Context: an optimization exercise on an open-source flow, tuned for small area, a short achievable clock period and few clock cycles. The choices shown serve that exercise and are no tape-out recipe. In this exercise RTL edits were held to simulation tests only and were not proved equivalent to the original. No activity file was given, so power comes from the tool's default toggle rates.

delta:
Design muisti_core, start of the top module:
module muisti_core #(
    parameter integer  CAP            = 64,     
    parameter integer  REG_CAP        = 8,      
    parameter integer  Q_CAP          = 8,      
    parameter [31:0]   TIMEOUT        = 32'd5000,
    parameter [31:0]   FLUSH_INTERVAL = 32'd1000
) (
    input  wire        clk,
    input  wire        rst,
    input  wire        cmd_valid,
    output wire        cmd_ready,
    input  wire [9:0]  cmd,
    input  wire [31:0] now,
    output wire        ev_valid,
    output wire [1:0]  ev_kind,        
    output wire [7:0]  ev_code,        
    output wire [95:0] ev_tag,         
    output wire [7:0]  ev_ant,
    output wire [31:0] ev_strength,    
    output wire        stop_ack_valid,
    output wire        stop_ack_ok,
    output wire        assembling
);
    localparam [7:0] S0 = 8'hA5, S1 = 8'h5A, E0 = 8'h0D, E1 = 8'h0A;
    localparam [7:0] OP_TAG_SEEN = 8'h83, OP_STOP_ACK = 8'h8D;
    localparam [3:0] W_ASM_OVERFLOW = 4'd1, W_ASM_RESYNC = 4'd2,
                     W_REJ_LENGTH = 4'd5, W_REJ_CHECKSUM = 4'd6,
                     W_REG_FULL = 4'd7, W_QUEUE_FULL = 4'd8;
    localparam [1:0] EV_WARN = 2'd0, EV_SEEN = 2'd1, EV_GONE = 2'd2;
    integer i, k;
    function ge32(input [31:0] a, input [31:0] b);
        reg [31:0] gt, eq;
        integer l, m;
        begin
            gt = a & ~b;
            eq = ~(a ^ b);
            for (l = 1; l < 32; l = l * 2)
                for (m = 0; m < 32; m = m + 2 * l) begin
                    gt[m] = gt[m+l] | (eq[m+l] & gt[m]);
                    eq[m] = eq[m+l] & eq[m];
                end
            ge32 = gt[0] | eq[0];
        end
    endfunction
  ...
For scale: about 7,300 cells after synthesis, ~200 I/O pins, roughly 110,000 um2 of cells after synthesis.
make LEC_CHECK=0 ABC_CLOCK_PERIOD_IN_PS=3500 CAP_MARGIN=20 CORE_MARGIN=2 CORE_UTILIZATION=60 CTS_CLUSTER_DIAMETER=90 CTS_CLUSTER_SIZE=25 PLACE_DENSITY=0.72 SETUP_SLACK_MARGIN=5 SLEW_MARGIN=20 finish   # period 10.0 ns
run.sh (not shown) runs the stock make flow with config.mk's settings and CLKGATE_MAP_FILE= SYNTH_SCRIPT=/design/flow/synth_recipe.tcl, a recipe that flattens the netlist after the stock synthesis.
delta completed; timing, DRC and antenna clean
Testbench counts of delta, summed over its fixed seeds: cycles 37,485.
What beta does differently from delta at the input level:
==> flow/flow/run.sh (new file) <==
#!/bin/bash
set -euo pipefail
sed -E 's/SETUP_SLACK_MARGIN=[0-9.]+/SETUP_SLACK_MARGIN=6.5/' standard.sh > standard_m65.sh
grep -q 'SETUP_SLACK_MARGIN=6.5' standard_m65.sh
bash standard_m65.sh > flow_make.log 2>&1
==> flow/standard.sh (new file) <==
#!/bin/bash
# synth_recipe.tcl (not shown) runs the flow's synth.tcl, then flattens the netlist and writes it again
# the make line also repeats each setting of config.mk as NAME=value (left out here)
make -C /OpenROAD-flow-scripts/flow DESIGN_CONFIG=/design/flow/config.mk WORK_HOME=/design/flow/orfs CLKGATE_MAP_FILE= SYNTH_SCRIPT=/design/flow/synth_recipe.tcl "${@:-finish}"
removed: flow/run.sh
==> results.txt <==
Clock skew: delta vs beta, no meaningful difference. The lower part of the total power dissipated in sequential elements of beta and delta is in beta. Going from delta to beta, the net count reported at finish was found to have gone up by 234. A startpoint of the worst setup timing path of qs_oh[7] is what delta shows, while now[1] belongs to beta. Of beta and delta, the lower count of fill cells added during filler insertion belongs to beta. Diff delta -> beta: wire length of the first global-routing pass rose 6.1%, post-detailed-placement half-perimeter wirelength neither gained nor lost much, met3 usage in global routing moved up. Global-route usage in beta is 2.4 points above delta. Of beta and delta, beta shows the higher clock group total power, with delta below it. Cmp beta vs delta: tightest hold margin higher in beta. Compared with delta, beta shows a higher total power of the final layout.

muisti_core, a different RTL version from the one above (not shown whole).
Size in the first run: ~2700 flip-flops, about 200 I/O pins, ~110000 um^2 of cells after synthesis.
export LEC_CHECK = 0
export ABC_CLOCK_PERIOD_IN_PS = 3500
export CAP_MARGIN = 20
export CORE_MARGIN = 2
export CORE_UTILIZATION = 60
export CTS_CLUSTER_DIAMETER = 90
export CTS_CLUSTER_SIZE = 25
export PLACE_DENSITY = 0.72
export SETUP_SLACK_MARGIN = 5
export SLEW_MARGIN = 20
create_clock -name core_clock -period 10.0 [get_ports {clk}]
standard.sh (not shown) runs the stock make flow with config.mk's settings and CLKGATE_MAP_FILE= SYNTH_SCRIPT=/design/flow/synth_recipe.tcl, a recipe that flattens the netlist after the stock synthesis.
==> flow/flow/run.sh <==
#!/bin/bash
set -euo pipefail
sed -E 's/SETUP_SLACK_MARGIN=[0-9.]+/SETUP_SLACK_MARGIN=6.5/' standard.sh > standard_m65.sh
grep -q 'SETUP_SLACK_MARGIN=6.5' standard_m65.sh
bash standard_m65.sh > flow_make.log 2>&1
The starting point reached the layout checks and failed them: max-capacitance violations, max-slew violations.
Testbench counts at the start, summed over its fixed seeds: cycles 37,485.
Then changed:
CAP_MARGIN = 35   (was 20)
SLEW_MARGIN = 35   (was 20)
The changed run produced a clean layout.
Worst setup slack improves by 0.040 ns.
Global-route usage rose by 0.33 points.
Total power goes up by 0.39%.
Final cell count is about the same.
Synthesized area does not change.
Synthesized cell count is unchanged.
Then changed:
CORE_UTILIZATION = 66   (was 60)
PLACE_DENSITY = 0.76   (was 0.72)
Power drops by 0.64%.
Maximum frequency grows by 2.4%.
Core utilization went up by 6.2 points.
Non-clock buffer count is higher by 27.
Count of clock-buffer cells in the layout went up by 3.
Then changed:
==> flow/flow/run.sh (replaced) <==
#!/bin/bash
set -euo pipefail
sed -E 's/SETUP_SLACK_MARGIN=[0-9.]+/SETUP_SLACK_MARGIN=7/' standard.sh > standard_m7.sh
grep -q 'SETUP_SLACK_MARGIN=7' standard_m7.sh
bash standard_m7.sh > flow_make.log 2>&1
CAP_MARGIN = 20   (was 35)
CORE_UTILIZATION = 60   (was 66)
PLACE_DENSITY = 0.72   (was 0.76)
SLEW_MARGIN = 20   (was 35)
Result:
- The new run went through all stages and came out clean
- clock skew went up by 0.026 ns
- routed wire length went up by 12%
- critical path depth went up by 3
- global-route usage went up by 0.24 points
- via count went up by 5.7%
- worst setup slack got worse by 0.072 ns
- hold slack got worse by 0.015 ns
- synthesized cell count is unchanged
- clock power went up by about 3%
- final area went up by 6.6%

==> static timing again, ports no longer ideal <==
In the flow no input, the clock included, has a driving cell. The finished layouts below were timed again as built, in two steps.
Step 1 (the two cells are an assumption about what drives the block):
set clk [get_ports {clk}]
set_driving_cell -lib_cell sky130_fd_sc_hd__clkbuf_16 $clk
set_driving_cell -lib_cell sky130_fd_sc_hd__buf_2 [delete_from_list [all_inputs] $clk]
Step 2 moves the port delays by t, midway between the first and last clock arrival at a register: inputs arrive t later, outputs are due t later. That takes back most of the time a late clock gives input paths.
Slacks: ideal / step 1 / step 2; pairs: ideal / step 1.
| run | t (ns) | setup slack, ns | worst register clock-pin slew, ns | worst data-port slew with drivers (ns) | cell pins on the clock port's net |
|---|---|---|---|---|---|
| delta | 0.895 | 5.025 / 5.025 / 4.276 | 0.11 / 0.11 | 0.14 | 1 |
| beta | 0.893 | 5.594 / 5.652 / 4.759 | 0.11 / 0.11 | 0.14 | 1 |
| the first run of note 2 | 0.896 | 5.946 / 5.998 / 5.102 | 0.11 / 0.11 | 0.06 | 1 |
| the second run of note 2 | 0.923 | 5.986 / 6.048 / 5.124 | 0.11 / 0.11 | 0.06 | 1 |
| the third run of note 2 | 0.885 | 6.080 / 5.999 / 5.114 | 0.11 / 0.11 | 0.23 | 1 |
| the fourth run of note 2 | 0.918 | 6.008 / 6.041 / 5.123 | 0.11 / 0.11 | 0.07 | 1 |
The setup slack of the third run of note 2, which loses most, moves by -0.081 ns with the drivers and by -0.966 ns with both steps.
